This design comes from an exercise in tuning for small area, a short achievable clock period and few clock cycles on the open sky130 flow, not from production work.
Only simulation tests tie the RTL to the original design; equivalence was not proved.
No activity file was given, so power comes from the tool's default toggle rates.

--- flow/config.mk ---
export PLATFORM = sky130hd
export DESIGN_NAME = avchrd
export DESIGN_NICKNAME = avchrd
export VERILOG_FILES = /design/flow/design.v
export SDC_FILE = /design/flow/constraint.sdc
export NUM_CORES = 4
export LEC_CHECK = 0
export CAP_MARGIN = 40
export CELL_PAD_IN_SITES_DETAIL_PLACEMENT = 1
export CELL_PAD_IN_SITES_GLOBAL_PLACEMENT = 2
export CORE_MARGIN = 2
export CORE_UTILIZATION = 30
export SLEW_MARGIN = 40
--- flow/design.v ---
module avchrd (
    input  wire        clk,
    input  wire        rst,
    input  wire        we,
    input  wire [5:0]  waddr,
    input  wire [31:0] wdata,
    input  wire        cmd_valid,
    input  wire [2:0]  cmd,
    input  wire [5:0]  raddr,
    output reg  [31:0] rdata,
    output wire        busy,
    output wire [2:0]  err
);
    localparam [2:0] C_NOP = 3'd0, C_CLR = 3'd1, C_SER = 3'd2, C_DES = 3'd3,
                     C_RND = 3'd4, C_TOTXT = 3'd5, C_FROMTXT = 3'd6;
    localparam [2:0] E_NONE = 3'd0, E_UNDERFLOW = 3'd1, E_MISSING = 3'd2,
                     E_MALFORMED = 3'd3, E_ILLEGAL = 3'd4;
    localparam [1:0] A_ABSENT = 2'd0, A_OK = 2'd1, A_BAD = 2'd2;
    reg        rec_hmv, rec_ffr, rec_tpoc, rec_p2d;
    reg        rec_n_set, rec_k_set, rec_t_set;
    reg [31:0] rec_n, rec_k, rec_t;
    reg [7:0]  ibuf [0:15];
    reg [4:0]  ilen;
    reg [1:0]  ob_form;
    reg        ob_hmv, ob_ffr, ob_tpoc, ob_p2d;
    reg [31:0] ob_a, ob_k, ob_t;
    reg [1:0]  cons;
    reg [2:0]  err_r;
    reg [1:0]  attr_kind [0:6];
    reg        attr_bval [0:6];    
    reg [31:0] attr_ival [1:3];    
    reg        tq_valid;
    reg [4:0]  tq_len;
    reg [7:0]  tq [0:15];
    assign busy = 1'b0;
    assign err  = err_r;
    wire acc = cmd_valid;
    wire hwe = we;
    wire        d_ip = ibuf[0][0];
    wire        d_c  = ibuf[1][7];
    wire [7:0]  d_fb = !d_ip ? ibuf[1] : (d_c ? ibuf[14] : ibuf[6]);
    wire [31:0] d_w2 = {ibuf[2], ibuf[3], ibuf[4], ibuf[5]};
    wire [31:0] d_w6 = {ibuf[6], ibuf[7], ibuf[8], ibuf[9]};
    wire [31:0] d_wa = {ibuf[10], ibuf[11], ibuf[12], ibuf[13]};
    wire        d_ok = !d_ip ? (ilen >= 5'd2) :
                       (d_c ? (ilen >= 5'd15) : (ilen >= 5'd7));
    reg [2:0] ft_err;
    integer s;
    always @* begin
        ft_err = E_NONE;
        for (s = 6; s >= 0; s = s - 1) begin
            if (s == 1 || s == 2 || s == 3) begin
                if (attr_kind[s] == A_BAD) ft_err = E_MALFORMED;
            end else begin
                if (attr_kind[s] == A_ABSENT) ft_err = E_MISSING;
                else if (attr_kind[s] != A_OK) ft_err = E_MALFORMED;
            end
        end
    end
    integer i;
    always @(posedge clk) begin
        if (rst) begin
            rec_hmv <= 1'b0; rec_ffr <= 1'b0; rec_tpoc <= 1'b0; rec_p2d <= 1'b0;
            rec_n_set <= 1'b0; rec_k_set <= 1'b0; rec_t_set <= 1'b0;
            ilen <= 5'd0;
            ob_form <= 2'd0;
            cons <= 2'd0;
            err_r <= E_NONE;
            for (i = 0; i < 7; i = i + 1) attr_kind[i] <= A_ABSENT;
            tq_valid <= 1'b0;
            tq_len <= 5'd0;
        end else begin
            if (hwe) begin
                case (waddr)
                    6'h00: rec_hmv  <= wdata[0];
                    6'h01: rec_ffr  <= wdata[0];
                    6'h02: rec_tpoc <= wdata[0];
                    6'h03: rec_p2d  <= wdata[0];
                    6'h04: begin rec_n <= wdata; rec_n_set <= 1'b1; end
                    6'h05: begin rec_k <= wdata; rec_k_set <= 1'b1; end
                    6'h06: begin rec_t <= wdata; rec_t_set <= 1'b1; end
                    6'h07: begin
                        if (wdata[0]) rec_n_set <= 1'b0;
                        if (wdata[1]) rec_k_set <= 1'b0;
                        if (wdata[2]) rec_t_set <= 1'b0;
                    end
                    6'h08: ilen <= wdata[4:0];
                    6'h10, 6'h11, 6'h12, 6'h13, 6'h14, 6'h15, 6'h16: begin
                        attr_kind[waddr[2:0]] <= wdata[1:0];
                        attr_bval[waddr[2:0]] <= wdata[2];
                    end
                    6'h19: attr_ival[1] <= wdata;
                    6'h1A: attr_ival[2] <= wdata;
                    6'h1B: attr_ival[3] <= wdata;
                    default: begin
                        if (waddr[5:4] == 2'b11) ibuf[waddr[3:0]] <= wdata[7:0];
                    end
                endcase
            end
            if (acc) begin
                case (cmd)
                    C_NOP: err_r <= E_NONE;
                    C_CLR: begin
                        rec_hmv <= 1'b0; rec_ffr <= 1'b0;
                        rec_tpoc <= 1'b0; rec_p2d <= 1'b0;
                        rec_n_set <= 1'b0; rec_k_set <= 1'b0; rec_t_set <= 1'b0;
                        err_r <= E_NONE;
                    end
                    C_SER: begin
                        ob_form <= !rec_t_set ? 2'd1 : ((rec_n_set & rec_k_set) ? 2'd3 : 2'd2);
                        ob_hmv <= rec_hmv; ob_ffr <= rec_ffr;
                        ob_tpoc <= rec_tpoc; ob_p2d <= rec_p2d;
                        ob_a <= (rec_n_set & rec_k_set) ? rec_n : rec_t;
                        ob_k <= rec_k;
                        ob_t <= rec_t;
                        err_r <= E_NONE;
                    end
                    C_DES: begin
                        rec_hmv  <= ibuf[0][7];
                        rec_ffr  <= d_fb[7];
                        rec_tpoc <= d_fb[6];
                        rec_p2d  <= d_fb[5];
                        rec_n_set <= d_ip & d_c;
                        rec_k_set <= d_ip & d_c;
                        rec_t_set <= d_ip;
                        rec_n <= d_w2;
                        rec_k <= d_w6;
                        rec_t <= d_c ? d_wa : d_w2;
                        cons <= !d_ip ? 2'd1 : (d_c ? 2'd3 : 2'd2);
                        err_r <= d_ok ? E_NONE : E_UNDERFLOW;
                    end
                    C_RND: begin
                        tq_valid <= 1'b1;
                        tq_len <= ilen;
                        for (i = 0; i < 16; i = i + 1) tq[i] <= ibuf[i];
                        err_r <= E_NONE;
                    end
                    C_TOTXT: begin
                        attr_kind[0] <= A_OK; attr_bval[0] <= rec_hmv;
                        attr_kind[4] <= A_OK; attr_bval[4] <= rec_ffr;
                        attr_kind[5] <= A_OK; attr_bval[5] <= rec_tpoc;
                        attr_kind[6] <= A_OK; attr_bval[6] <= rec_p2d;
                        attr_kind[1] <= rec_n_set ? A_OK : A_ABSENT;
                        attr_kind[2] <= rec_k_set ? A_OK : A_ABSENT;
                        attr_kind[3] <= rec_t_set ? A_OK : A_ABSENT;
                        attr_ival[1] <= rec_n;
                        attr_ival[2] <= rec_k;
                        attr_ival[3] <= rec_t;
                        err_r <= E_NONE;
                    end
                    C_FROMTXT: begin
                        rec_hmv  <= attr_bval[0];
                        rec_ffr  <= attr_bval[4];
                        rec_tpoc <= attr_bval[5];
                        rec_p2d  <= attr_bval[6];
                        rec_n_set <= (attr_kind[1] == A_OK);
                        rec_k_set <= (attr_kind[2] == A_OK);
                        rec_t_set <= (attr_kind[3] == A_OK);
                        rec_n <= attr_ival[1];
                        rec_k <= attr_ival[2];
                        rec_t <= attr_ival[3];
                        err_r <= ft_err;
                    end
                    default: err_r <= E_ILLEGAL;
                endcase
            end
        end
    end
    wire        ob_w0 = (ob_form == 2'd1);
    wire        ob_w1 = (ob_form == 2'd2);
    wire        ob_w2 = (ob_form == 2'd3);
    wire        ob_ip = ob_form[1];
    wire [7:0]  ob_fb = {ob_ffr, ob_tpoc, ob_p2d, 5'h1F};
    wire [7:0]  ob0 = (ob_form != 2'd0) ? {ob_hmv, 6'h3F, ob_ip} : 8'd0;
    wire [7:0]  ob1 = ob_w0 ? ob_fb : (ob_w1 ? 8'h7F : (ob_w2 ? 8'hFF : 8'd0));
    wire [31:0] ob_word0 = {ob0, ob1, ob_ip ? ob_a[31:16] : 16'd0};
    wire [31:0] ob_word1 = {ob_ip ? ob_a[15:0] : 16'd0,
                            ob_w1 ? ob_fb : (ob_w2 ? ob_k[31:24] : 8'd0),
                            ob_w2 ? ob_k[23:16] : 8'd0};
    wire [31:0] ob_word2 = ob_w2 ? {ob_k[15:0], ob_t[31:16]} : 32'd0;
    wire [31:0] ob_word3 = ob_w2 ? {ob_t[15:0], ob_fb, 8'd0} : 32'd0;
    wire [3:0]  olen = ob_w0 ? 4'd2 : (ob_w1 ? 4'd7 : (ob_w2 ? 4'd15 : 4'd0));
    wire [3:0]  consumed = (cons == 2'd1) ? 4'd2 : ((cons == 2'd2) ? 4'd7 :
                           ((cons == 2'd3) ? 4'd15 : 4'd0));
    wire       t_ip = tq[0][0];
    wire       t_c  = tq[1][7];
    wire       t_h1 = (tq_len >= 5'd1);
    wire       t_clk  = t_ip & t_c & (tq_len >= 5'd10);
    wire       t_tick = t_ip & (t_c ? (tq_len >= 5'd14) : (tq_len >= 5'd6));
    wire       t_flg  = !t_ip ? (tq_len >= 5'd2) :
                        (t_c ? (tq_len >= 5'd15) : (tq_len >= 5'd7));
    wire [7:0] t_fb   = !t_ip ? tq[1] : (t_c ? tq[14] : tq[6]);
    reg  [4:0] t_bp;
    always @* begin
        if (tq_len == 5'd0)      t_bp = 5'd0;
        else if (tq_len == 5'd1) t_bp = 5'd1;
        else if (!t_ip)          t_bp = 5'd2;
        else if (t_c)            t_bp = (tq_len < 5'd10) ? 5'd2 :
                                        (tq_len < 5'd14) ? 5'd10 :
                                        (tq_len == 5'd14) ? 5'd14 : 5'd15;
        else                     t_bp = (tq_len < 5'd6) ? 5'd2 :
                                        (tq_len == 5'd6) ? 5'd6 : 5'd7;
    end
    wire [4:0] t_xlen = tq_len - t_bp;
    wire       x_at7  = (t_bp == 5'd7);
    wire       x_at10 = (t_bp == 5'd10);
    wire       x_at15 = (t_bp == 5'd15);
    reg  [7:0] xb [0:15];
    integer j;
    always @* begin
        for (j = 0; j < 16; j = j + 1) begin
            xb[j] = 8'd0;
            if (j < 14) begin
                if (x_at15) begin
                    if (j == 0) xb[j] = tq[15];
                end else if (x_at10) begin
                    if (j < 6) xb[j] = tq[10 + j];
                end else if (x_at7) begin
                    if (j < 9) xb[j] = tq[7 + j];
                end else begin
                    xb[j] = tq[2 + j];
                end
                if (j >= t_xlen) xb[j] = 8'd0;
            end
        end
    end
    wire [6:0] t_mask = {tq_valid, t_flg, t_flg, t_flg, t_tick, t_clk, t_h1};
    wire [5:0] t_pay  = {t_flg & t_fb[5], t_flg & t_fb[6], t_flg & t_fb[7],
                         2'b00, t_h1 & tq[0][7]};
    wire [31:0] t_n = t_clk ? {tq[2], tq[3], tq[4], tq[5]} : 32'd0;
    wire [31:0] t_k = t_clk ? {tq[6], tq[7], tq[8], tq[9]} : 32'd0;
    wire [31:0] t_t = !t_tick ? 32'd0 :
                      (t_c ? {tq[10], tq[11], tq[12], tq[13]} : {tq[2], tq[3], tq[4], tq[5]});
    always @* begin
        rdata = 32'd0;
        case (raddr)
            6'h00: rdata = {31'd0, rec_hmv};
            6'h01: rdata = {31'd0, rec_ffr};
            6'h02: rdata = {31'd0, rec_tpoc};
            6'h03: rdata = {31'd0, rec_p2d};
            6'h04: rdata = rec_n_set ? rec_n : 32'd0;
            6'h05: rdata = rec_k_set ? rec_k : 32'd0;
            6'h06: rdata = rec_t_set ? rec_t : 32'd0;
            6'h07: rdata = {29'd0, rec_t_set, rec_k_set, rec_n_set};
            6'h08: rdata = {27'd0, ilen};
            6'h09: rdata = {28'd0, olen};
            6'h0A: rdata = {28'd0, consumed};
            6'h0C: rdata = ob_word0;
            6'h0D: rdata = ob_word1;
            6'h0E: rdata = ob_word2;
            6'h0F: rdata = ob_word3;
            6'h10, 6'h11, 6'h12, 6'h13, 6'h14, 6'h15, 6'h16: begin
                rdata[1:0] = attr_kind[raddr[2:0]];
                if (raddr[2:0] == 3'd0 || raddr[2:0] >= 3'd4)
                    rdata[2] = (attr_kind[raddr[2:0]] == A_OK) && attr_bval[raddr[2:0]];
            end
            6'h19: rdata = (attr_kind[1] == A_OK) ? attr_ival[1] : 32'd0;
            6'h1A: rdata = (attr_kind[2] == A_OK) ? attr_ival[2] : 32'd0;
            6'h1B: rdata = (attr_kind[3] == A_OK) ? attr_ival[3] : 32'd0;
            6'h20: rdata = {25'd0, t_mask};
            6'h21: rdata = {26'd0, t_pay};
            6'h22: rdata = t_n;
            6'h23: rdata = t_k;
            6'h24: rdata = t_t;
            6'h25: rdata = {27'd0, t_xlen};
            6'h28: rdata = {xb[0],  xb[1],  xb[2],  xb[3]};
            6'h29: rdata = {xb[4],  xb[5],  xb[6],  xb[7]};
            6'h2A: rdata = {xb[8],  xb[9],  xb[10], xb[11]};
            6'h2B: rdata = {xb[12], xb[13], xb[14], xb[15]};
            default: begin
                if (raddr[5:4] == 2'b11) rdata = {24'd0, ibuf[raddr[3:0]]};
            end
        endcase
    end
endmodule
--- flow/constraint.sdc ---
create_clock -name core_clock -period 8.0 [get_ports {clk}]
set_input_delay 1.6000 -clock core_clock [delete_from_list [all_inputs] [get_ports {clk}]]
set_output_delay 1.6000 -clock core_clock [all_outputs]
set_load 0.01 [all_outputs]
--- flow/run.sh ---
#!/bin/bash
# synth_recipe.tcl (not shown) runs the flow's synth.tcl, then flattens the netlist and writes it again
# the make line also repeats each setting of config.mk as NAME=value (left out here)
make -C /OpenROAD-flow-scripts/flow DESIGN_CONFIG=/design/flow/config.mk WORK_HOME=/design/flow/orfs CLKGATE_MAP_FILE= SYNTH_SCRIPT=/design/flow/synth_recipe.tcl finish
==> results of run 1 <==
critical path, stage by stage (launching register included):
cell                              delay (ns)
sky130_fd_sc_hd__edfxtp_1               0.68
sky130_fd_sc_hd__o21a_2                 0.34
sky130_fd_sc_hd__nand2b_1               0.14
sky130_fd_sc_hd__ha_1                   0.16
sky130_fd_sc_hd__inv_1                  0.06
sky130_fd_sc_hd__fa_1                   0.46
sky130_fd_sc_hd__a211o_1                0.31
sky130_fd_sc_hd__nand3_1                0.13
sky130_fd_sc_hd__o211ai_2               0.27
sky130_fd_sc_hd__nand3_1                0.74
sky130_fd_sc_hd__a21oi_1                0.27
sky130_fd_sc_hd__a311oi_1               0.64
sky130_fd_sc_hd__nand4_1                0.29
sky130_fd_sc_hd__clkdlybuf4s50_1        0.58
sequential cells by signal (all words and copies together), names as in the netlist, 3 cells and up:
signal,count
tq_len,5
rec_k,32
attr_bval,5
attr_ival,96
ibuf,128
tq,117
rec_n,32
err_r,3
rec_t,32
attr_kind,15
ob_k,32
ilen,5
ob_a,32
ob_t,32
metal layers:
metal	vias to the layer above	GRT usage, %	wire length [microns]
met3	207	4.90	13900
met1	13400	43.0	67700
met5	-	0	26
met2	1487	42.9	66200
li1	10100	-	-
met4	4	9.65	5100
cell type report:
cell class,instances,area [sq um],area share [%]
timing repair buffer,204,1920,5.43
clock inverter,29,216,0.614
clock buffer,90,1860,5.27
sequential,582,17200,48.8
multi-input combinational,1720,12400,35.0
inverter,18,71.3,0.202
tap,1298,1620,4.60
power groups by stage:
stage	Sequential [mW]	Clock, mW	Combinational, mW
finish	3.60	3.04	0.441
global route	3.61	3.18	0.472
CTS	3.59	3.07	0.437
detailed placement	3.66	0	0.437
global placement	3.66	0	0.418
floorplan	3.58	0	0.240
through the flow:
stage / hold WS [ns] / std cells / utilization (%)
6_report: 0.452 / 3941 / 35.3
5_1_grt: 0.476 / 3941 / 35.3
2_1_floorplan: 0.421 / 2516 / -
4_1_cts: 0.450 / 3937 / 35.2
3_3_place_gp: 0.429 / 3815 / 33.0
3_5_place_dp: 0.442 / 3818 / 33.1
cells by family after synthesis:
family          share of synthesized area (%)
other cells                            0.0124
fa+ha+maj                               0.232
buf+inv                                  2.91
mux                                      13.5
xor+xnor                               0.0868
flops                                    56.9
compound gates                           16.9
simple gates                             9.48
worst paths after layout:
path | startpoint | end | slack (ns) | depth (start not counted)
max | tq[0][0] | rdata[4] | 0.69 | 13
min | ibuf[14][3] | tq[14][3] | 0.45 | 0
max reg2reg | ibuf[1][7] | rec_p2d | 5.04 | 6
min reg2reg | ibuf[14][3] | tq[14][3] | 0.45 | 0
cells in the final DEF, fill, tap and decap left out, types with 10 or more instances in the layout:
master and n:
sky130_fd_sc_hd__edfxtp_1 557, sky130_fd_sc_hd__nand2_1 341, sky130_fd_sc_hd__mux2i_1 271, sky130_fd_sc_hd__o21ai_0 199, sky130_fd_sc_hd__a22oi_1 157, sky130_fd_sc_hd__buf_4 101
sky130_fd_sc_hd__a21oi_1 94, sky130_fd_sc_hd__clkdlybuf4s50_1 81, sky130_fd_sc_hd__nor2_1 75, sky130_fd_sc_hd__clkbuf_16 71, sky130_fd_sc_hd__mux4_2 44, sky130_fd_sc_hd__o221ai_1 42
sky130_fd_sc_hd__a222oi_1 34, sky130_fd_sc_hd__mux2_2 34, sky130_fd_sc_hd__o211ai_1 31, sky130_fd_sc_hd__a221oi_1 28, sky130_fd_sc_hd__nor3_1 25, sky130_fd_sc_hd__dfxtp_1 25
sky130_fd_sc_hd__nand3_1 23, sky130_fd_sc_hd__a22o_1 21, sky130_fd_sc_hd__clkbuf_1 18, sky130_fd_sc_hd__inv_1 17, sky130_fd_sc_hd__a31oi_1 17, sky130_fd_sc_hd__nor2b_1 15
sky130_fd_sc_hd__nand2b_1 13, sky130_fd_sc_hd__nand4_1 13, sky130_fd_sc_hd__buf_12 13, sky130_fd_sc_hd__and3_1 12, sky130_fd_sc_hd__o22ai_1 11, sky130_fd_sc_hd__clkinv_1 11
sky130_fd_sc_hd__and2_1 10, sky130_fd_sc_hd__a311oi_1 10, sky130_fd_sc_hd__clkinv_2 10
==> impl_summary.txt, run 1 <==
----------------------------------------------------
[Logic synthesis]
  Fraction of synthesis flops using an asynchronous set or reset pin ... 0%
  Number of unique standard cell types used by synthesis ... a little under 90
  Most used standard cells in the synthesized netlist ... sky130_fd_sc_hd__edfxtp_1 (557), sky130_fd_sc_hd__nand2_1 (348), sky130_fd_sc_hd__mux2i_1 (271)
  Leading cell types by total area after synthesis ... sky130_fd_sc_hd__edfxtp_1 (55%), sky130_fd_sc_hd__mux2i_1 (9.0%), sky130_fd_sc_hd__nand2_1 (4.3%)
  Flops & latches, synth ... around 580
  Yosys warning total ... 4
  Library cell occupying the most area in the post-synthesis netlist ... sky130_fd_sc_hd__edfxtp_1
  Post-synthesis sequential area ratio ... 56.9%
  Syn Area/Cell ... between 10 and 15 sq um
  Yosys top cell area share ... between 50 and 60%
  Gate Count Post-Synth ... roughly 2500
  Number of enable-type register cells in the synthesized netlist ... approximately 560
  Predominant post-synthesis flop cell ... sky130_fd_sc_hd__edfxtp_1
  Most repeated cell in the gate-level netlist after synthesis ... sky130_fd_sc_hd__edfxtp_1
  Netlist Area Pre-Place ... a little over 30000 sq um

[Routing]
  Via density per instance ... between 6 and 7
  WL final ... roughly 150 mm
  Per-cell routed wire length ... about 39 microns
  Antenna violation net count after detailed routing ... 0
  Residual DRC count ... 0
  Violation count after the first detailed-routing iteration ... 3900
  Number of vias after detailed routing ... between 20000 and 30000
  Initial DRT Pass Iterations ... 7

[Floorplan]
  Total Die Area ... roughly 100000 sq um
  Placement row count ... 116
  IO Pins ... just under 90
  Y dimension of the die ... roughly 320 microns
  Standard cell core area ... 100000 sq um
  Initial standard-cell utilization of the core ... between 30 and 40%
  Horizontal die dimension ... 322 microns

[Setup path]
  Crit-path max FO ... 12
  Data required time at the worst endpoint ... about 6.4 ns
  Kind of start point of the critical path ... flop
  Arrival time worst endpoint ... roughly 5.7 ns
  Kind of end point of the critical path ... primary output
  Critical path class ... flop to primary output

[Placed design]
  Port bufs ... between 80 and 90
  Routability Congestion ... between 0.9 and 1
  Post-placement worst setup slack ... 0.760 ns
  DP Wirelength ... approximately 110 mm
  Placed standard-cell area ... 33100 sq um

[Timing]
  Setup TNS Final ... 0 ns
  Transition time of the tightest slew-check pin ... 0.973 ns
  Hold violation count in the final report ... 0
  Relative max-transition margin ... between 30% and 40%
  Slew Viols, Final ... 0
  Final Cycle Share ... 91.4%
  Post-Route Skew ... between 0.02 and 0.03 ns
  Timing-limited maximum frequency ... 137 MHz
  # setup viols final ... 0
  Post-layout minimum cycle time ... between 7 and 8 ns
  Setup repair after global routing missed its margin ... false
  Fin worst setup slack ... between 0.6 and 0.7 ns

[Pwr]
  Power density over the cells ... between 200 and 250 nW/um^2
  Power dissipated by switching net loads ... 1.75 mW
  Largest vdd supply drop ... between 0.0001 and 0.00015 V
  Fraction of power spent switching nets ... about a quarter
  Static Leak ... 12.6 nW
  Fraction of power consumed by combinational cells ... slightly above 6%
  Part of the total power dissipated in sequential elements ... 50.9%
  Cell internal power dissipation ... roughly 5.3 mW
  Total power ... 7.08 mW
  Portion of total power attributed to the clock network ... between 40 and 50%

[Flow run]
  Max-capacitance violation count ... 0

[Clock tree]
  Clock transition at path regs ... 0.06 ns
  Clock tree from TritonCTS ... yes
  Buffer levels on the longest clock path ... 3
  Root buffer selected by CTS ... sky130_fd_sc_hd__clkbuf_16
  Clock Sinks ... between 500 and 600
  Post-CTS setup-driven buffer insertion count ... 0
  Hold-fix buffers, CTS ... 0
  Count of instances resized after the clock tree is built ... 0
  Number of H-tree branching levels ... 3
  Insertion delay of the later-clocked pin in the worst-skew pair ... ~0.64 ns
  Clock buffers created by TritonCTS ... slightly below 70

[Global route]
  Initial antenna violation count ... 5
  Number of global-route vias before repair ... about 24000
  Maximum number of pins on one net before global-route repair ... about 140
  Tot GR Track Use ... 29.1%
  Wire length of the first global-routing pass ... about 210 mm
  Overflow after GRT ... 0

[Final layout]
  Layout Nets ... about 2700
  Final Instance Area ... between 30000 and 40000 sq um
  Share of layout cells above drive strength 1 ... 13.5%
  Area added between synthesis and finish ... 16.5%
  Filler cell count in the final layout ... 10600
  Antenna cell count ... 0

[Status]
  Outcome ... complete, no violations

[Min path]
  Hold Crit Class ... flop to flop

----------------------------------------------------
Testbench counts, summed over its fixed seeds: cycles 46,172.
==> inputs of run 2 (changes only) <==
--- a/flow/design.v
+++ b/flow/design.v
@@ -30,7 +30,11 @@
     reg        attr_bval [0:6];    
     reg [31:0] attr_ival [1:3];    
-    reg        tq_valid;
-    reg [4:0]  tq_len;
-    reg [7:0]  tq [0:15];
+    reg        tq_valid;           
+    reg        tq_h1, tq_clk, tq_tick, tq_flg;    
+    reg [3:0]  tq_pay;             
+    reg        tq_c;               
+    reg [4:0]  tq_xlen;            
+    reg [2:0]  tq_xoff;            
+    reg [7:0]  tq [2:15];
     assign busy = 1'b0;
     assign err  = err_r;
@@ -45,4 +49,21 @@
     wire        d_ok = !d_ip ? (ilen >= 5'd2) :
                        (d_c ? (ilen >= 5'd15) : (ilen >= 5'd7));
+    wire       r_h1   = (ilen >= 5'd1);
+    wire       r_clk  = d_ip & d_c & (ilen >= 5'd10);
+    wire       r_tick = d_ip & (d_c ? (ilen >= 5'd14) : (ilen >= 5'd6));
+    wire       r_flg  = !d_ip ? (ilen >= 5'd2) :
+                        (d_c ? (ilen >= 5'd15) : (ilen >= 5'd7));
+    wire [7:0] r_fb   = d_fb;
+    reg  [4:0] r_bp;
+    always @* begin
+        if (ilen == 5'd0)      r_bp = 5'd0;
+        else if (ilen == 5'd1) r_bp = 5'd1;
+        else if (!d_ip)        r_bp = 5'd2;
+        else if (d_c)          r_bp = (ilen < 5'd10) ? 5'd2 :
+                                      (ilen < 5'd14) ? 5'd10 :
+                                      (ilen == 5'd14) ? 5'd14 : 5'd15;
+        else                   r_bp = (ilen < 5'd6) ? 5'd2 :
+                                      (ilen == 5'd6) ? 5'd6 : 5'd7;
+    end
     reg [2:0] ft_err;
     integer s;
@@ -69,5 +90,7 @@
             for (i = 0; i < 7; i = i + 1) attr_kind[i] <= A_ABSENT;
             tq_valid <= 1'b0;
-            tq_len <= 5'd0;
+            tq_h1 <= 1'b0; tq_clk <= 1'b0; tq_tick <= 1'b0; tq_flg <= 1'b0;
+            tq_pay <= 4'd0;
+            tq_xlen <= 5'd0;
         end else begin
             if (hwe) begin
@@ -132,6 +155,12 @@
                     C_RND: begin
                         tq_valid <= 1'b1;
-                        tq_len <= ilen;
-                        for (i = 0; i < 16; i = i + 1) tq[i] <= ibuf[i];
+                        tq_h1 <= r_h1; tq_clk <= r_clk;
+                        tq_tick <= r_tick; tq_flg <= r_flg;
+                        tq_pay <= {r_flg & r_fb[5], r_flg & r_fb[6],
+                                   r_flg & r_fb[7], r_h1 & ibuf[0][7]};
+                        tq_c <= d_c;
+                        tq_xlen <= ilen - r_bp;
+                        tq_xoff <= {r_bp == 5'd15, r_bp == 5'd10, r_bp == 5'd7};
+                        for (i = 2; i < 16; i = i + 1) tq[i] <= ibuf[i];
                         err_r <= E_NONE;
                     end
@@ -183,27 +212,4 @@
     wire [3:0]  consumed = (cons == 2'd1) ? 4'd2 : ((cons == 2'd2) ? 4'd7 :
                            ((cons == 2'd3) ? 4'd15 : 4'd0));
-    wire       t_ip = tq[0][0];
-    wire       t_c  = tq[1][7];
-    wire       t_h1 = (tq_len >= 5'd1);
-    wire       t_clk  = t_ip & t_c & (tq_len >= 5'd10);
-    wire       t_tick = t_ip & (t_c ? (tq_len >= 5'd14) : (tq_len >= 5'd6));
-    wire       t_flg  = !t_ip ? (tq_len >= 5'd2) :
-                        (t_c ? (tq_len >= 5'd15) : (tq_len >= 5'd7));
-    wire [7:0] t_fb   = !t_ip ? tq[1] : (t_c ? tq[14] : tq[6]);
-    reg  [4:0] t_bp;
-    always @* begin
-        if (tq_len == 5'd0)      t_bp = 5'd0;
-        else if (tq_len == 5'd1) t_bp = 5'd1;
-        else if (!t_ip)          t_bp = 5'd2;
-        else if (t_c)            t_bp = (tq_len < 5'd10) ? 5'd2 :
-                                        (tq_len < 5'd14) ? 5'd10 :
-                                        (tq_len == 5'd14) ? 5'd14 : 5'd15;
-        else                     t_bp = (tq_len < 5'd6) ? 5'd2 :
-                                        (tq_len == 5'd6) ? 5'd6 : 5'd7;
-    end
-    wire [4:0] t_xlen = tq_len - t_bp;
-    wire       x_at7  = (t_bp == 5'd7);
-    wire       x_at10 = (t_bp == 5'd10);
-    wire       x_at15 = (t_bp == 5'd15);
     reg  [7:0] xb [0:15];
     integer j;
@@ -212,24 +218,23 @@
             xb[j] = 8'd0;
             if (j < 14) begin
-                if (x_at15) begin
+                if (tq_xoff[2]) begin
                     if (j == 0) xb[j] = tq[15];
-                end else if (x_at10) begin
+                end else if (tq_xoff[1]) begin
                     if (j < 6) xb[j] = tq[10 + j];
-                end else if (x_at7) begin
+                end else if (tq_xoff[0]) begin
                     if (j < 9) xb[j] = tq[7 + j];
                 end else begin
                     xb[j] = tq[2 + j];
                 end
-                if (j >= t_xlen) xb[j] = 8'd0;
+                if (j >= tq_xlen) xb[j] = 8'd0;
             end
         end
     end
-    wire [6:0] t_mask = {tq_valid, t_flg, t_flg, t_flg, t_tick, t_clk, t_h1};
-    wire [5:0] t_pay  = {t_flg & t_fb[5], t_flg & t_fb[6], t_flg & t_fb[7],
-                         2'b00, t_h1 & tq[0][7]};
-    wire [31:0] t_n = t_clk ? {tq[2], tq[3], tq[4], tq[5]} : 32'd0;
-    wire [31:0] t_k = t_clk ? {tq[6], tq[7], tq[8], tq[9]} : 32'd0;
-    wire [31:0] t_t = !t_tick ? 32'd0 :
-                      (t_c ? {tq[10], tq[11], tq[12], tq[13]} : {tq[2], tq[3], tq[4], tq[5]});
+    wire [6:0] t_mask = {tq_valid, tq_flg, tq_flg, tq_flg, tq_tick, tq_clk, tq_h1};
+    wire [5:0] t_pay  = {tq_pay[3:1], 2'b00, tq_pay[0]};
+    wire [31:0] t_n = tq_clk ? {tq[2], tq[3], tq[4], tq[5]} : 32'd0;
+    wire [31:0] t_k = tq_clk ? {tq[6], tq[7], tq[8], tq[9]} : 32'd0;
+    wire [31:0] t_t = !tq_tick ? 32'd0 :
+                      (tq_c ? {tq[10], tq[11], tq[12], tq[13]} : {tq[2], tq[3], tq[4], tq[5]});
     always @* begin
         rdata = 32'd0;
@@ -263,5 +268,5 @@
             6'h23: rdata = t_k;
             6'h24: rdata = t_t;
-            6'h25: rdata = {27'd0, t_xlen};
+            6'h25: rdata = {27'd0, tq_xlen};
             6'h28: rdata = {xb[0],  xb[1],  xb[2],  xb[3]};
             6'h29: rdata = {xb[4],  xb[5],  xb[6],  xb[7]};
--- a/flow/config.mk
+++ b/flow/config.mk
@@ -6,8 +6,10 @@
 export NUM_CORES = 4
 export LEC_CHECK = 0
+export ABC_AREA = 1
 export CAP_MARGIN = 40
 export CELL_PAD_IN_SITES_DETAIL_PLACEMENT = 1
 export CELL_PAD_IN_SITES_GLOBAL_PLACEMENT = 2
 export CORE_MARGIN = 2
-export CORE_UTILIZATION = 30
+export CORE_UTILIZATION = 60
+export SETUP_SLACK_MARGIN = 3.5
 export SLEW_MARGIN = 40
==> run 2 against run 1 <==
Effect of this change:
- area after synthesis increased by 6.3%
- the run now fails in global placement without I/O (3_1_place_gp_skip_io)
- synthesized cell count increased by 49%
==> impl_summary.txt, run 2 <==
----------------------------------------------------
[Status]
  Outcome ... stopped before the end
  Last stage reached ... global placement without I/O (3_1_place_gp_skip_io)
  Error Message ... [ERROR GPL-0301] Utilization 113.004 % exceeds 100%.

[Logic synthesis]
  Most repeated cell in the gate-level netlist after synthesis ... sky130_fd_sc_hd__nand2_1
  Yosys warning total ... 4 (unchanged)
  Library cell occupying the most area in the post-synthesis netlist ... sky130_fd_sc_hd__edfxtp_1
  Yosys top cell area share ... 52.0% (-3.3 points)
  Leading cell types by total area after synthesis ... sky130_fd_sc_hd__edfxtp_1 (52%), sky130_fd_sc_hd__nand2_1 (9.8%), sky130_fd_sc_hd__o21ai_0 (7.9%)
  Predominant post-synthesis flop cell ... sky130_fd_sc_hd__edfxtp_1
  Number of enable-type register cells in the synthesized netlist ... 557 (unchanged)
  Flops & latches, synth ... 590 (+1.4%)
  Syn Area/Cell ... 8.56 sq um (-29%)
  Fraction of synthesis flops using an asynchronous set or reset pin ... 0% (unchanged)
  Netlist Area Pre-Place ... 32200 sq um (+6.3%)
  Gate Count Post-Synth ... 3758 (+49%)
  Most used standard cells in the synthesized netlist ... sky130_fd_sc_hd__nand2_1 (836), sky130_fd_sc_hd__edfxtp_1 (557), sky130_fd_sc_hd__o21ai_0 (508)
  Post-synthesis sequential area ratio ... 54.1% (-2.9 points)
  Number of unique standard cell types used by synthesis ... 45 (-48%)

[Floorplan]
  Initial standard-cell utilization of the core ... 60.9% (+31 points)
  Y dimension of the die ... 236 microns (-27%)
  Horizontal die dimension ... 236 microns (-27%)
  Placement row count ... 84 (-28%)

----------------------------------------------------
-- run 2: kinds of logic after synthesis --
logic type,count (synthesis),synth area share [%]
adders and majority gates,5,0.218
buffers and inverters,617,7.57
DFF,590,54.1
and+or+nand+nor,1532,20.4
muxes,21,0.654
other,1,0.0117
AOI/OAI and AO/OA,989,17.0
xor gates and xnor gates,3,0.0817
Testbench counts of run 2, summed over its fixed seeds: cycles 46,172.
==> inputs of run 3 (changes only) <==
--- a/flow/config.mk
+++ b/flow/config.mk
@@ -6,5 +6,4 @@
 export NUM_CORES = 4
 export LEC_CHECK = 0
-export ABC_AREA = 1
 export CAP_MARGIN = 40
 export CELL_PAD_IN_SITES_DETAIL_PLACEMENT = 1
==> run 3 against run 2 <==
Effect of this change:
- the run fails in global routing (5_1_grt)
- synthesized cell count is 32% lower
- area after synthesis is 2.5% lower
==> impl_summary.txt, run 3 <==
----------------------------------------------------
[Status]
  Outcome ... stopped before the end
  Last stage reached ... global routing (5_1_grt)
  Error Message ... [ERROR GRT-0232] Routing congestion too high. Check the congestion heatmap in the GUI.

[Global route]
  Tot GR Track Use ... 80.9%
  Overflow after GRT ... 169
  Maximum number of pins on one net before global-route repair ... 85

[Logic synthesis]
  Most repeated cell in the gate-level netlist after synthesis ... sky130_fd_sc_hd__edfxtp_1
  Library cell occupying the most area in the post-synthesis netlist ... sky130_fd_sc_hd__edfxtp_1
  Gate Count Post-Synth ... 2559 (-32%)
  Flops & latches, synth ... 590 (unchanged)
  Number of enable-type register cells in the synthesized netlist ... 557 (unchanged)
  Leading cell types by total area after synthesis ... sky130_fd_sc_hd__edfxtp_1 (53%), sky130_fd_sc_hd__mux2i_1 (11%), sky130_fd_sc_hd__a22oi_1 (3.3%)
  Predominant post-synthesis flop cell ... sky130_fd_sc_hd__edfxtp_1
  Netlist Area Pre-Place ... 31400 sq um (-2.5%)
  Fraction of synthesis flops using an asynchronous set or reset pin ... 0% (unchanged)
  Post-synthesis sequential area ratio ... 55.4% (+1.4 points)
  Yosys warning total ... 4 (unchanged)
  Yosys top cell area share ... 53.3% (+1.3 points)
  Most used standard cells in the synthesized netlist ... sky130_fd_sc_hd__edfxtp_1 (557), sky130_fd_sc_hd__mux2i_1 (339), sky130_fd_sc_hd__nor2_1 (178)
  Number of unique standard cell types used by synthesis ... 90 (+100%)
  Syn Area/Cell ... 12.3 sq um (+43%)

[Placed design]
  Routability Congestion ... ~1.1
  DP Wirelength ... around 96 mm
  Port bufs ... 85
  Post-placement worst setup slack ... about 1.2 ns

[Floorplan]
  Y dimension of the die ... 233 microns (-1.2%)
  Initial standard-cell utilization of the core ... 60.9% (-0.064 points)
  Horizontal die dimension ... 233 microns (-1.2%)
  Placement row count ... 83 (-1.2%)
  IO Pins ... 87

[Clock tree]
  Clock buffers created by TritonCTS ... 60
  Clock Sinks ... 590
  Root buffer selected by CTS ... sky130_fd_sc_hd__clkbuf_16
  Buffer levels on the longest clock path ... 3
  Number of H-tree branching levels ... 2

----------------------------------------------------
## run 3: how the worst min path moves through the flow
stage                 from         to  slack (ns)
4_1_cts        ibuf[15][2]  tq[15][2]        0.47
3_5_place_dp   ibuf[14][1]  tq[14][1]        0.44
3_3_place_gp   ibuf[15][1]  tq[15][1]        0.42
2_1_floorplan  ibuf[14][0]  tq[14][0]        0.42
## run 3: logic make-up after synthesis
| family | count (synthesis) | share of synthesized area, % |
|---|---|---|
| AND/OR/NAND/NOR | 594 | 9.44 |
| buffers and inverters | 234 | 3.24 |
| flip-flops | 590 | 55.4 |
| other | 1 | 0.0120 |
| adder cells (fa/ha/maj) | 5 | 0.223 |
| AO/OA/AOI/OAI | 700 | 15.9 |
| multiplexers | 432 | 15.6 |
| XOR/XNOR | 3 | 0.0838 |
## run 3: stage by stage
| stage | utilization (%) | instance area, sq um | instances |
|---|---|---|---|
| 2_1_floorplan | - | 32100 | 2562 |
| 3_3_place_gp | 64.5 | 33200 | 3189 |
| 3_5_place_dp | 64.8 | 33400 | 3197 |
| 4_1_cts | 74.0 | 38100 | 3484 |
## run 3: timing repair
action / in CTS
pin swaps: 115
cloned: 19
hold buffers: 0
gates resized for setup: 378
setup buffers: 156
endpoints found under the setup margin: 78
## run 3: power groups by stage
stage	logic (mW)	clock network [mW]	registers [mW]
CTS	0.566	2.93	3.64
floorplan	0.301	0	3.63
detailed placement	0.478	0	3.70
global placement	0.448	0	3.69
## run 3: metal layers
metal | global-route usage [%] | overflow
met5 | 40.9 | 1
met4 | 78.4 | 77
met3 | 68.3 | 6
met2 | 93.6 | 82
met1 | 82.6 | 3
==> inputs of run 4 (changes only) <==
--- a/flow/config.mk
+++ b/flow/config.mk
@@ -10,5 +10,5 @@
 export CELL_PAD_IN_SITES_GLOBAL_PLACEMENT = 2
 export CORE_MARGIN = 2
-export CORE_UTILIZATION = 60
+export CORE_UTILIZATION = 45
 export SETUP_SLACK_MARGIN = 3.5
 export SLEW_MARGIN = 40
==> run 4 against run 3 <==
Effect of this change:
- now clean on timing, DRC and antenna
- synthesized cell count unchanged
- area after synthesis stayed put
==> impl_summary.txt, run 4 <==
----------------------------------------------------
[Final layout]
  Share of layout cells above drive strength 1 ... 27.0%
  Leading cell type in the layout, fill and taps excluded ... sky130_fd_sc_hd__edfxtp_1
  Layout Nets ... 2898
  Leading cell types in the layout, fill and taps excluded ... sky130_fd_sc_hd__edfxtp_1 (557), sky130_fd_sc_hd__mux2i_1 (338), sky130_fd_sc_hd__buf_4 (209)
  Area added between synthesis and finish ... 27.0%
  Number of flip-flops under the largest register name ... roughly 130

[Floorplan]
  Horizontal die dimension ... 268 microns (+15%)
  Initial standard-cell utilization of the core ... 45.6% (-15 points)
  Total Die Area ... a little over 70000 sq um
  Standard cell core area ... 68800 sq um
  IO Pins ... 87 (unchanged)
  Placement row count ... 96 (+16%)
  Y dimension of the die ... 268 microns (+15%)

[Pwr]
  Largest vdd supply drop ... 0.000146 V
  Fraction of power spent switching nets ... approximately a quarter
  Power dissipated by switching net loads ... between 1.5 and 2 mW
  Portion of total power attributed to the clock network ... a little over two fifths
  Cell internal power dissipation ... around 5.7 mW
  Fraction of power consumed by combinational cells ... 8.2%
  Part of the total power dissipated in sequential elements ... 48.3%
  Total power ... roughly 7.6 mW
  Static Leak ... around 14 nW
  Power density over the cells ... 190 nW/um^2

[Logic synthesis]
  Most repeated cell in the gate-level netlist after synthesis ... sky130_fd_sc_hd__edfxtp_1
  Syn Area/Cell ... 12.3 sq um (unchanged)
  Netlist Area Pre-Place ... 31400 sq um (unchanged)
  Yosys top cell area share ... 53.3% (unchanged)
  Most used standard cells in the synthesized netlist ... sky130_fd_sc_hd__edfxtp_1 (557), sky130_fd_sc_hd__mux2i_1 (339), sky130_fd_sc_hd__nor2_1 (178)
  Fraction of synthesis flops using an asynchronous set or reset pin ... 0% (unchanged)
  Post-synthesis sequential area ratio ... 55.4% (unchanged)
  Number of unique standard cell types used by synthesis ... 90 (unchanged)
  Gate Count Post-Synth ... 2559 (unchanged)
  Library cell occupying the most area in the post-synthesis netlist ... sky130_fd_sc_hd__edfxtp_1
  Leading cell types by total area after synthesis ... sky130_fd_sc_hd__edfxtp_1 (53%), sky130_fd_sc_hd__mux2i_1 (11%), sky130_fd_sc_hd__a22oi_1 (3.3%)
  Number of enable-type register cells in the synthesized netlist ... 557 (unchanged)
  Yosys warning total ... 4 (unchanged)
  Flops & latches, synth ... 590 (unchanged)
  Predominant post-synthesis flop cell ... sky130_fd_sc_hd__edfxtp_1

[Setup path]
  Kind of start point of the critical path ... input pin
  Critical path class ... input pin to primary output
  Kind of end point of the critical path ... primary output
  Crit-path max FO ... 22
  Cell count of the worst reg-to-reg path ... 13
  Data required time at the worst endpoint ... ~6.4 ns
  Arrival time worst endpoint ... around 3.8 ns

[Routing]
  Initial DRT Pass Iterations ... 6
  Residual DRC count ... 0
  Number of vias after detailed routing ... between 20000 and 30000
  WL final ... 165 mm
  Violation count after the first detailed-routing iteration ... 4919
  Per-cell routed wire length ... 43.0 microns
  Via density per instance ... about 7.4
  Antenna violation net count after detailed routing ... 0

[Clock tree]
  Clock tree from TritonCTS ... yes
  Number of H-tree branching levels ... 3 (+1)
  Hold-fix buffers, CTS ... 0 (unchanged)
  Buffer levels on the longest clock path ... 3 (unchanged)
  Clock buffers created by TritonCTS ... 69 (+15%)
  Insertion delay of the later-clocked pin in the worst-skew pair ... between 0.6 and 0.7 ns
  Clock transition at path regs ... roughly 0.07 ns
  Clock Sinks ... 590 (unchanged)
  Root buffer selected by CTS ... sky130_fd_sc_hd__clkbuf_16

[Timing]
  Relative max-transition margin ... 39.9%
  Slew Viols, Final ... 0
  Fin worst setup slack ... between 2 and 3 ns
  Timing-limited maximum frequency ... ~180 MHz
  Transition time of the tightest slew-check pin ... 0.901 ns
  Setup TNS Final ... 0 ns
  Setup repair after global routing missed its margin ... true
  Hold violation count in the final report ... 0
  Post-layout minimum cycle time ... about 5.4 ns
  Final Cycle Share ... about 68%
  Post-Route Skew ... a little under 0.03 ns
  # setup viols final ... 0

[Min path]
  Hold Path Cell Cnt ... 0
  Hold Crit Class ... flop to flop

[Placed design]
  Post-placement worst setup slack ... 1.11 ns (-0.0657 ns)
  Port bufs ... 85 (unchanged)
  DP Wirelength ... 104 mm (+7.4%)
  Routability Congestion ... 1.00 (-12%)

[Global route]
  Initial antenna violation count ... 6
  Wire length of the first global-routing pass ... roughly 220 mm
  Tot GR Track Use ... around 45%
  Number of global-route vias before repair ... around 27000
  Maximum number of pins on one net before global-route repair ... ~110
  Overflow after GRT ... 0

[Status]
  Outcome ... complete, no violations

[Flow run]
  Max-capacitance violation count ... 0

----------------------------------------------------
-- run 4: cell counts after synthesis --
No cell type changed its count.
-- run 4: cells by family (layout without fill, tap and decap cells) --
family                     count (synthesis)  after routing  synth area share [%]
DFF                                      590            590                  55.4
AOI/OAI and AO/OA                        700            700                  15.9
buffers and inverters                    234            560                  3.24
xor gates and xnor gates                   3              3                0.0838
adders and majority gates                  5              5                 0.223
and+or+nand+nor                          594            599                  9.44
muxes                                    432            432                  15.6
other                                      1              6                0.0120
-- run 4: timing repair --
action	in CTS	in global routing
buffers inserted	191	37
resized for setup	346	81
gates cloned	14	0
pin swaps	111	72
setup endpoints to repair	53	79
-- run 4: through the flow --
step | cell area [sq um] | std cells | util, % | hold WS [ns]
global route | 39800 | 3825 | 57.9 | 0.459
CTS | 39100 | 3787 | 56.8 | 0.451
floorplan | 32100 | 2562 | - | 0.421
finish | 39800 | 3826 | 57.9 | 0.450
global placement | 33600 | 3444 | 48.8 | 0.430
detailed placement | 34000 | 3460 | 49.4 | 0.437
-- run 4: layout make-up --
type / instances / area, sq um
diodes: 2 / 5.00
repair buffers: 419 / 4530
well taps: 931 / 1160
flip-flops and latches: 590 / 17400
multi-input cells: 1743 / 14400
inverters: 19 / 83.8
fillers: 6770 / 29000
clock buffers: 84 / 1890
clock inverters: 38 / 398
-- run 4: path summary, 6_finish.rpt --
kind / start / endpoint / slack (ns)
max reg2reg: ibuf[1][7] / tq_xlen[4] / 5.01
min reg2reg: ibuf[14][0] / tq[14][0] / 0.45
max: raddr[1] / rdata[4] / 2.57
min: ibuf[14][0] / tq[14][0] / 0.45
-- run 4: worst max-delay path: stages --
cell and delay (ns):
sky130_fd_sc_hd__bufbuf_16 0.30, sky130_fd_sc_hd__nor3_1 0.54, sky130_fd_sc_hd__nand3_4 0.32, sky130_fd_sc_hd__o22ai_4 0.40
sky130_fd_sc_hd__a21oi_1 0.13, sky130_fd_sc_hd__nand4_1 0.29, sky130_fd_sc_hd__buf_2 0.21
-- run 4: power by group through the flow --
stage	Sequential (mW)	Combinational, mW	Clock, mW
after global placement	3.69	0.471	0
after CTS	3.63	0.582	3.29
after global routing	3.65	0.644	3.39
after floorplan	3.63	0.301	0
after detailed placement	3.70	0.495	0
final	3.65	0.621	3.29
-- run 4: per-layer routing --
layer  part of all wire (%)  track usage (%)  up-vias
met5                  0.029                0        -
met4                    7.6             28.9        6
met3                     13             12.4      650
met2                     43             66.4     2384
met1                     37             59.8    14300
li1                       -                -    10800
==> inputs of run 5 (changes only) <==
--- a/flow/config.mk
+++ b/flow/config.mk
@@ -6,9 +6,9 @@
 export NUM_CORES = 4
 export LEC_CHECK = 0
-export CAP_MARGIN = 40
+export CAP_MARGIN = 20
 export CELL_PAD_IN_SITES_DETAIL_PLACEMENT = 1
 export CELL_PAD_IN_SITES_GLOBAL_PLACEMENT = 2
 export CORE_MARGIN = 2
 export CORE_UTILIZATION = 45
-export SETUP_SLACK_MARGIN = 3.5
-export SLEW_MARGIN = 40
+export SETUP_SLACK_MARGIN = 2.5
+export SLEW_MARGIN = 20
==> run 5 against run 4 <==
Effect of this change:
- still clean on timing, DRC and antenna
- sequential share of layout area increased by 2.6 points
- sequential power is essentially flat
- hold slack worse by 0.0037 ns
- sequential cell count is the same
- design area fell by 5.6%
- via count shrank 4.1%
- non-clock buffer count is 128 lower
- cell count shrank 3.2%
- clock power barely moved
- core utilization down 3.2 points
- synthesized cell count is the same
- critical endpoint is now rdata[17]
- largest power group unchanged
==> impl_summary.txt, run 5 <==
----------------------------------------------------
[Status]
  Outcome ... complete, no violations

[Clock tree]
  Clock tree from TritonCTS ... yes
  Buffer levels on the longest clock path ... 3 (unchanged)
  Clock transition at path regs ... 0.06 ns (about the same)
  Insertion delay of the later-clocked pin in the worst-skew pair ... 0.64 ns (about the same)
  Number of H-tree branching levels ... 3 (unchanged)
  Clock Sinks ... 590 (unchanged)
  Root buffer selected by CTS ... sky130_fd_sc_hd__clkbuf_16
  Clock buffers created by TritonCTS ... 71 (+2.9%)

[Routing]
  Number of vias after detailed routing ... 27000 (-4.1%)
  Violation count after the first detailed-routing iteration ... 4440 (-9.7%)
  Per-cell routed wire length ... 42.9 microns (-0.35%)
  Via density per instance ... 7.29 (-0.87%)
  Antenna violation net count after detailed routing ... 0 (unchanged)
  WL final ... 159 mm (-3.6%)
  Residual DRC count ... 0 (unchanged)
  Initial DRT Pass Iterations ... 7 (+1)

[Placed design]
  Port bufs ... 85 (unchanged)
  DP Wirelength ... 106 mm (+2.4%)
  Routability Congestion ... 1.02 (+1.8%)

[Timing]
  Relative max-transition margin ... 11.5% (-28 points)
  Setup repair after global routing missed its margin ... true
  Final Cycle Share ... 70.1% (+2.3 points)
  Timing-limited maximum frequency ... 178 MHz (-3.2%)
  Hold violation count in the final report ... 0 (unchanged)
  Transition time of the tightest slew-check pin ... 1.33 ns (+0.425 ns)
  Post-Route Skew ... 0.0193 ns (-0.00960 ns)
  Setup TNS Final ... 0 ns (unchanged)
  Post-layout minimum cycle time ... 5.61 ns (+0.181 ns)
  # setup viols final ... 0 (unchanged)
  Slew Viols, Final ... 0 (unchanged)

[Floorplan]
  Total Die Area ... 71800 sq um (unchanged)
  Initial standard-cell utilization of the core ... 45.6% (unchanged)
  IO Pins ... 87 (unchanged)
  Y dimension of the die ... 268 microns (unchanged)
  Placement row count ... 96 (unchanged)
  Horizontal die dimension ... 268 microns (unchanged)
  Standard cell core area ... 68800 sq um (unchanged)

[Final layout]
  Leading cell types in the layout, fill and taps excluded ... sky130_fd_sc_hd__edfxtp_1 (557), sky130_fd_sc_hd__mux2i_1 (339), sky130_fd_sc_hd__nor2_1 (161)
  Number of flip-flops under the largest register name ... 128 (unchanged)
  Leading cell type in the layout, fill and taps excluded ... sky130_fd_sc_hd__edfxtp_1
  Share of layout cells above drive strength 1 ... 19.8% (-7.2 points)
  FF/Latch Area ... 17400 sq um (unchanged)
  Filler cell count in the final layout ... 6872 (+1.5%)
  Total area of multi-input combinational cells ... 13700 sq um (-4.8%)
  Layout Nets ... 2768 (-4.5%)
  Area added between synthesis and finish ... 19.9%

[Logic synthesis]
  Syn Area/Cell ... 12.3 sq um (unchanged)
  Yosys warning total ... 4 (unchanged)
  Most repeated cell in the gate-level netlist after synthesis ... sky130_fd_sc_hd__edfxtp_1
  Gate Count Post-Synth ... 2559 (unchanged)
  Predominant post-synthesis flop cell ... sky130_fd_sc_hd__edfxtp_1
  Netlist Area Pre-Place ... 31400 sq um (unchanged)
  Flops & latches, synth ... 590 (unchanged)
  Library cell occupying the most area in the post-synthesis netlist ... sky130_fd_sc_hd__edfxtp_1
  Number of unique standard cell types used by synthesis ... 90 (unchanged)
  Post-synthesis sequential area ratio ... 55.4% (unchanged)
  Most used standard cells in the synthesized netlist ... sky130_fd_sc_hd__edfxtp_1 (557), sky130_fd_sc_hd__mux2i_1 (339), sky130_fd_sc_hd__nor2_1 (178)
  Number of enable-type register cells in the synthesized netlist ... 557 (unchanged)
  Yosys top cell area share ... 53.3% (unchanged)
  Leading cell types by total area after synthesis ... sky130_fd_sc_hd__edfxtp_1 (53%), sky130_fd_sc_hd__mux2i_1 (11%), sky130_fd_sc_hd__a22oi_1 (3.3%)
  Fraction of synthesis flops using an asynchronous set or reset pin ... 0% (unchanged)

[Global route]
  Maximum number of pins on one net before global-route repair ... 193 (+77%)
  Initial antenna violation count ... 12 (+6)
  Tot GR Track Use ... 44.0% (-1.5 points)
  Overflow after GRT ... 0 (unchanged)
  Number of global-route vias before repair ... 26100 (-4.6%)
  Wire length of the first global-routing pass ... 217 mm (-3.4%)

[Setup path]
  Arrival time worst endpoint ... 4.01 ns (+0.18 ns)
  Worst setup startpoint ... raddr[2]
  Kind of end point of the critical path ... primary output
  Data required time at the worst endpoint ... 6.40 ns (about the same)
  Crit-path max FO ... 26 (+18%)
  Critical path class ... input pin to primary output
  Beginning of the worst register-to-register path ... ibuf[1][7]
  Kind of start point of the critical path ... input pin

[Pwr]
  Total power ... 7.49 mW (-0.89%)
  Static Leak ... 12.9 nW (-7.1%)
  Largest vdd supply drop ... 0.000164 V (+13%)
  Power density over the cells ... 199 nW/um^2 (+4.9%)

[Min path]
  Hold Crit Class ... flop to flop
  Hold Path Origin ... ibuf[15][3]

[Flow run]
  Max-capacitance violation count ... 0 (unchanged)

----------------------------------------------------
-- run 5: logic make-up after synthesis --
group / after synthesis / share of synthesized area (%)
AND/OR/NAND/NOR: 594 / 9.44
buffers and inverters: 234 / 3.24
other: 1 / 0.0120
XOR/XNOR: 3 / 0.0838
adder cells (fa/ha/maj): 5 / 0.223
AO/OA/AOI/OAI: 700 / 15.9
multiplexers: 432 / 15.6
flip-flops: 590 / 55.4
-- run 5: final timing paths --
path / to / slack, ns / cells after the start
setup reg to reg: tq_xlen[4] / 5.03 / 9
hold / removal: tq[15][3] / 0.45 / 0
hold reg to reg: tq[15][3] / 0.45 / 0
setup / recovery: rdata[17] / 2.39 / 9
-- run 5: cell type report --
type                       count  area share [%]
timing repair buffer         291            7.95
clock inverter                38            1.06
tap                          931            3.10
antenna                        3          0.0200
sequential                   590            46.2
multi-input combinational   1739            36.4
clock buffer                  91            5.06
inverter                      19           0.213
-- run 5: worst max-delay path, stage by stage --
cell	delay, ns
sky130_fd_sc_hd__buf_12	0.19
sky130_fd_sc_hd__nand2b_4	0.24
sky130_fd_sc_hd__or3_1	0.13
sky130_fd_sc_hd__buf_4	0.23
sky130_fd_sc_hd__buf_8	0.25
sky130_fd_sc_hd__nor2_1	0.14
sky130_fd_sc_hd__a2111oi_1	0.50
sky130_fd_sc_hd__nand4_1	0.32
sky130_fd_sc_hd__dlygate4sd2_1	0.38
-- run 5: per-stage QoR --
step	setup slack, ns	cells	hold slack [ns]	util [%]	cell area [sq um]
5_1_grt	2.45	3700	0.464	54.6	37600
3_3_place_gp	0.874	3471	0.428	48.6	33500
2_1_floorplan	1.90	2562	0.421	-	31400
3_5_place_dp	0.798	3473	0.435	48.7	33500
6_report	2.39	3702	0.447	54.6	37600
4_1_cts	2.33	3669	0.450	54.0	37100
-- run 5: layer usage --
| layer | up-vias | routed length [microns] | part of all wire [%] | GRT usage (%) |
|---|---|---|---|---|
| met5 | - | 46 | 0.029 | 0 |
| met2 | 2091 | 68200 | 43 | 64.0 |
| met3 | 481 | 18700 | 12 | 11.6 |
| met1 | 13900 | 61800 | 39 | 59.9 |
| met4 | 8 | 9920 | 6.3 | 24.1 |
| li1 | 10500 | - | - | - |
-- run 5: what timing repair did --
| action | CTS | global route |
|---|---|---|
| gates resized for setup | 206 | 54 |
| setup buffers | 62 | 28 |
| hold buffers | 0 | 0 |
| pin swaps | 36 | 26 |
| setup endpoints to repair | 32 | 25 |
| cloned | 5 | 2 |
-- run 5: power breakdown --
group | internal [mW] | switching, mW | total (mW)
combinational | 0.209 | 0.337 | 0.546
sequential | 3.50 | 0.142 | 3.64
clock | 1.89 | 1.40 | 3.30
total | 5.60 | 1.88 | 7.49
==> inputs of run 6 (changes only) <==
--- a/flow/config.mk
+++ b/flow/config.mk
@@ -11,4 +11,4 @@
 export CORE_MARGIN = 2
 export CORE_UTILIZATION = 45
-export SETUP_SLACK_MARGIN = 2.5
+export SETUP_SLACK_MARGIN = 3.0
 export SLEW_MARGIN = 20
==> run 6 against run 5 <==
Effect of this change:
- clock power hardly changed
- power is 1.4% higher
- global-route usage is 1.5 points higher
- critical path depth is 1 higher
- critical endpoint is now rdata[6]
- largest power group unchanged
==> impl_summary.txt, run 6 <==
----------------------------------------------------
[Final layout]
  Leading cell type in the layout, fill and taps excluded ... sky130_fd_sc_hd__edfxtp_1
  Layout Nets ... 2915 (+5.3%)
  Final Instance Area ... 40200 sq um (+6.8%)
  Leading cell types in the layout, fill and taps excluded ... sky130_fd_sc_hd__edfxtp_1 (557), sky130_fd_sc_hd__mux2i_1 (338), sky130_fd_sc_hd__buf_4 (219)
  Final Instance Count excl. Fillers ... 3844 (+3.8%)
  Area added between synthesis and finish ... 28.1%
  Share of layout cells above drive strength 1 ... 28.2% (+8.4 points)
  Number of flip-flops under the largest register name ... 128 (unchanged)
  Final design utilization ... 58.4% (+3.7 points)

[Clock tree]
  Insertion delay of the later-clocked pin in the worst-skew pair ... 0.62 ns (-0.02 ns)
  Number of H-tree branching levels ... 3 (unchanged)
  Buffer levels on the longest clock path ... 3 (unchanged)
  Clock transition at path regs ... 0.05 ns (about the same)
  Clock tree from TritonCTS ... yes
  Clock buffers created by TritonCTS ... 68 (-4.2%)
  Root buffer selected by CTS ... sky130_fd_sc_hd__clkbuf_16
  Clock Sinks ... 590 (unchanged)
  Hold-fix buffers, CTS ... 0 (unchanged)

[Logic synthesis]
  Number of unique standard cell types used by synthesis ... 90 (unchanged)
  Number of enable-type register cells in the synthesized netlist ... 557 (unchanged)
  Fraction of synthesis flops using an asynchronous set or reset pin ... 0% (unchanged)
  Leading cell types by total area after synthesis ... sky130_fd_sc_hd__edfxtp_1 (53%), sky130_fd_sc_hd__mux2i_1 (11%), sky130_fd_sc_hd__a22oi_1 (3.3%)
  Syn Area/Cell ... 12.3 sq um (unchanged)
  Flops & latches, synth ... 590 (unchanged)
  Most used standard cells in the synthesized netlist ... sky130_fd_sc_hd__edfxtp_1 (557), sky130_fd_sc_hd__mux2i_1 (339), sky130_fd_sc_hd__nor2_1 (178)
  Yosys top cell area share ... 53.3% (unchanged)
  Post-synthesis sequential area ratio ... 55.4% (unchanged)
  Most repeated cell in the gate-level netlist after synthesis ... sky130_fd_sc_hd__edfxtp_1
  Gate Count Post-Synth ... 2559 (unchanged)
  Library cell occupying the most area in the post-synthesis netlist ... sky130_fd_sc_hd__edfxtp_1
  Yosys warning total ... 4 (unchanged)
  Predominant post-synthesis flop cell ... sky130_fd_sc_hd__edfxtp_1
  Netlist Area Pre-Place ... 31400 sq um (unchanged)

[Timing]
  Slew Viols, Final ... 0 (unchanged)
  Timing-limited maximum frequency ... 179 MHz (+0.37%)
  Transition time of the tightest slew-check pin ... 1.33 ns (+0.00648 ns)
  Tightest hold margin ... 0.444 ns (-0.00232 ns)
  Final Cycle Share ... 69.9% (-0.26 points)
  Post-Route Skew ... 0.0222 ns (+0.00291 ns)
  Fin worst setup slack ... 2.41 ns (+0.0207 ns)
  Post-layout minimum cycle time ... 5.59 ns (-0.0207 ns)
  Relative max-transition margin ... 11.1% (-0.43 points)
  # setup viols final ... 0 (unchanged)
  Setup repair after global routing missed its margin ... true
  Setup TNS Final ... 0 ns (unchanged)
  Hold violation count in the final report ... 0 (unchanged)

[Placed design]
  DP Wirelength ... 106 mm (-0.16%)
  DP Cell Count ... 3480 (+0.20%)
  Post-placement worst setup slack ... 0.991 ns (+0.192 ns)
  Placed standard-cell area ... 33600 sq um (+0.35%)
  Routability Congestion ... 1.06 (+3.8%)
  Port bufs ... 85 (unchanged)

[Setup path]
  Data required time at the worst endpoint ... 6.40 ns (about the same)
  Most common cell on crit path ... sky130_fd_sc_hd__buf_12
  Beginning of the worst register-to-register path ... ibuf[1][7]
  CP peak stage delay ... 0.65 ns (+0.15 ns)
  Setup slack of the worst register-to-register path ... 5.05 ns (+0.02 ns)
  Cell count of the worst reg-to-reg path ... 9 (unchanged)
  Terminus of the critical flop-to-flop path ... tq_xlen[4]
  Crit-path max FO ... 13 (-50%)
  Highest-delay cell along the critical path ... sky130_fd_sc_hd__a222oi_1
  Worst setup startpoint ... raddr[3]
  Arrival time worst endpoint ... 3.99 ns (-0.02 ns)
  Critical path class ... input pin to primary output
  Kind of end point of the critical path ... primary output
  Kind of start point of the critical path ... input pin
  Cell chain of the critical path ... buf_12 -> buf_6 -> and3b_2 -> and2_4 -> buf_4 -> buf_12 -> a222oi_1 -> o2111a_1 -> nand4_1 -> clkbuf_2

[Pwr]
  Largest vdd supply drop ... 0.000160 V (-2.7%)
  Total power ... 7.59 mW (+1.4%)
  Power density over the cells ... 189 nW/um^2 (-5.1%)
  Static Leak ... 14.0 nW (+8.0%)

[Routing]
  Number of vias after detailed routing ... 28300 (+5.0%)
  WL final ... 165 mm (+4.2%)
  Antenna violation net count after detailed routing ... 0 (unchanged)
  Residual DRC count ... 0 (unchanged)
  Per-cell routed wire length ... 43.0 microns (+0.34%)
  Met3 wire length ... 22.3 mm (+19%)
  Initial DRT Pass Iterations ... 6 (-1)
  Via density per instance ... 7.37 (+1.2%)
  Violation count after the first detailed-routing iteration ... 4722 (+6.4%)
  Routed met2 length ... 68.6 mm (+0.61%)
  Uppermost layer routed ... met5
  DRT met1 WL ... 62.1 mm (+0.50%)

[Global route]
  Tot GR Track Use ... 45.5% (+1.5 points)
  Initial antenna violation count ... 8 (-4)
  Maximum number of pins on one net before global-route repair ... 99 (-49%)
  Wire length of the first global-routing pass ... 224 mm (+3.3%)
  Overflow after GRT ... 0 (unchanged)
  Number of global-route vias before repair ... 27300 (+4.3%)

[Status]
  Outcome ... complete, no violations

[Floorplan]
  Total Die Area ... 71800 sq um (unchanged)
  IO Pins ... 87 (unchanged)
  Initial standard-cell utilization of the core ... 45.6% (unchanged)
  Standard cell core area ... 68800 sq um (unchanged)
  Horizontal die dimension ... 268 microns (unchanged)
  Placement row count ... 96 (unchanged)
  Y dimension of the die ... 268 microns (unchanged)

[Min path]
  Hold Path Cell Cnt ... 0 (unchanged)
  Hold Path Origin ... ibuf[14][2]
  Hold endpoint ... tq[14][2]
  Hold Crit Class ... flop to flop

[Flow run]
  Max-capacitance violation count ... 0 (unchanged)

----------------------------------------------------
[run 6: cell counts after synthesis]
No cell type changed its count.
[run 6: power breakdown]
| group | internal, mW | switching (mW) | leakage, nW |
|---|---|---|---|
| logic | 0.262 | 0.373 | 7.38 |
| clock network | 1.94 | 1.36 | 1.11 |
| registers | 3.50 | 0.151 | 5.47 |
[run 6: cell families (layout without fill, tap and decap cells)]
family | Yosys count | count (layout) | synth area share, %
XOR/XNOR | 3 | 3 | 0.0838
flip-flops | 590 | 590 | 55.4
AND/OR/NAND/NOR | 594 | 598 | 9.44
multiplexers | 432 | 432 | 15.6
buffers and inverters | 234 | 577 | 3.24
other | 1 | 8 | 0.0120
AO/OA/AOI/OAI | 700 | 700 | 15.9
adder cells (fa/ha/maj) | 5 | 5 | 0.223
[run 6: area by class of cell]
class | count | area (sq um)
clock inverters | 41 | 467
diodes | 4 | 10.0
fillers | 6724 | 28700
well taps | 931 | 1160
clock buffers | 79 | 1810
multi-input cells | 1742 | 14600
inverters | 19 | 82.6
repair buffers | 438 | 4660
flip-flops and latches | 590 | 17400
[run 6: worst max-delay path by stage]
stage | end | slack [ns] | cells past startpoint
3_5_place_dp | rdata[6] | 0.99 | 8
4_1_cts | rdata[29] | 2.56 | 9
6_report | rdata[6] | 2.41 | 10
2_1_floorplan | ob_a[0] | 1.90 | 3
3_3_place_gp | rdata[29] | 1.03 | 9
5_1_grt | rdata[6] | 2.48 | 10
[run 6: critical path: cells and delay by family]
family / cells / cell delay, ns
AOI/OAI and AO/OA: 2 / 0.95
buffers and inverters: 5 / 0.72
and+or+nand+nor: 3 / 0.70
[run 6: repair_timing]
item,4_1_cts,5_1_grt
gates cloned,14,0
pin swaps,110,96
buffers inserted,165,57
resized for setup,481,103
setup endpoints to repair,34,32
[run 6: routing by layer]
metal	vias up	global-route usage (%)
met4	4	28.3
met2	2419	64.1
met1	14500	61.6
li1	10800	-
met5	-	0
met3	629	13.2

## afterwards: timing with drivers on the ports
In the flow no input, the clock included, has a driving cell. The finished layouts below were timed again as built, in two steps.
Step 1 sets driving cells, clkbuf_16 on the clock port and buf_2 on the other inputs (assumed; they add their load-dependent delay and slew).
Step 2 adds t to the input delays and takes it off the output delays; t is the mean of the earliest and latest rising clock arrival at the registers after step 1. Input paths then give back, and output paths get back, about the clock's delay inside the block.
Three values: ideal ports, drivers, drivers and shift; two values: the first two.
run	t (ns)	setup slack, ns	hold slack, ns	worst setup path at the end	pins driven straight from the clock port
run 1	0.694	0.691 / 0.620 / 0.663	0.452 / 0.452 / 0.452	input to output	1
run 4	0.687	2.571 / 2.219 / 2.219	0.450 / 0.450 / 0.450	input to output	1
run 5	0.700	2.390 / 2.257 / 2.006	0.447 / 0.447 / 0.447	input to register	1
run 6	0.686	2.411 / 2.232 / 2.232	0.444 / 0.444 / 0.444	input to output	1
After both steps every run listed still meets setup and hold. For run 5, which loses most, drivers alone change the setup slack by -0.133 ns; drivers and shift together by -0.384 ns.
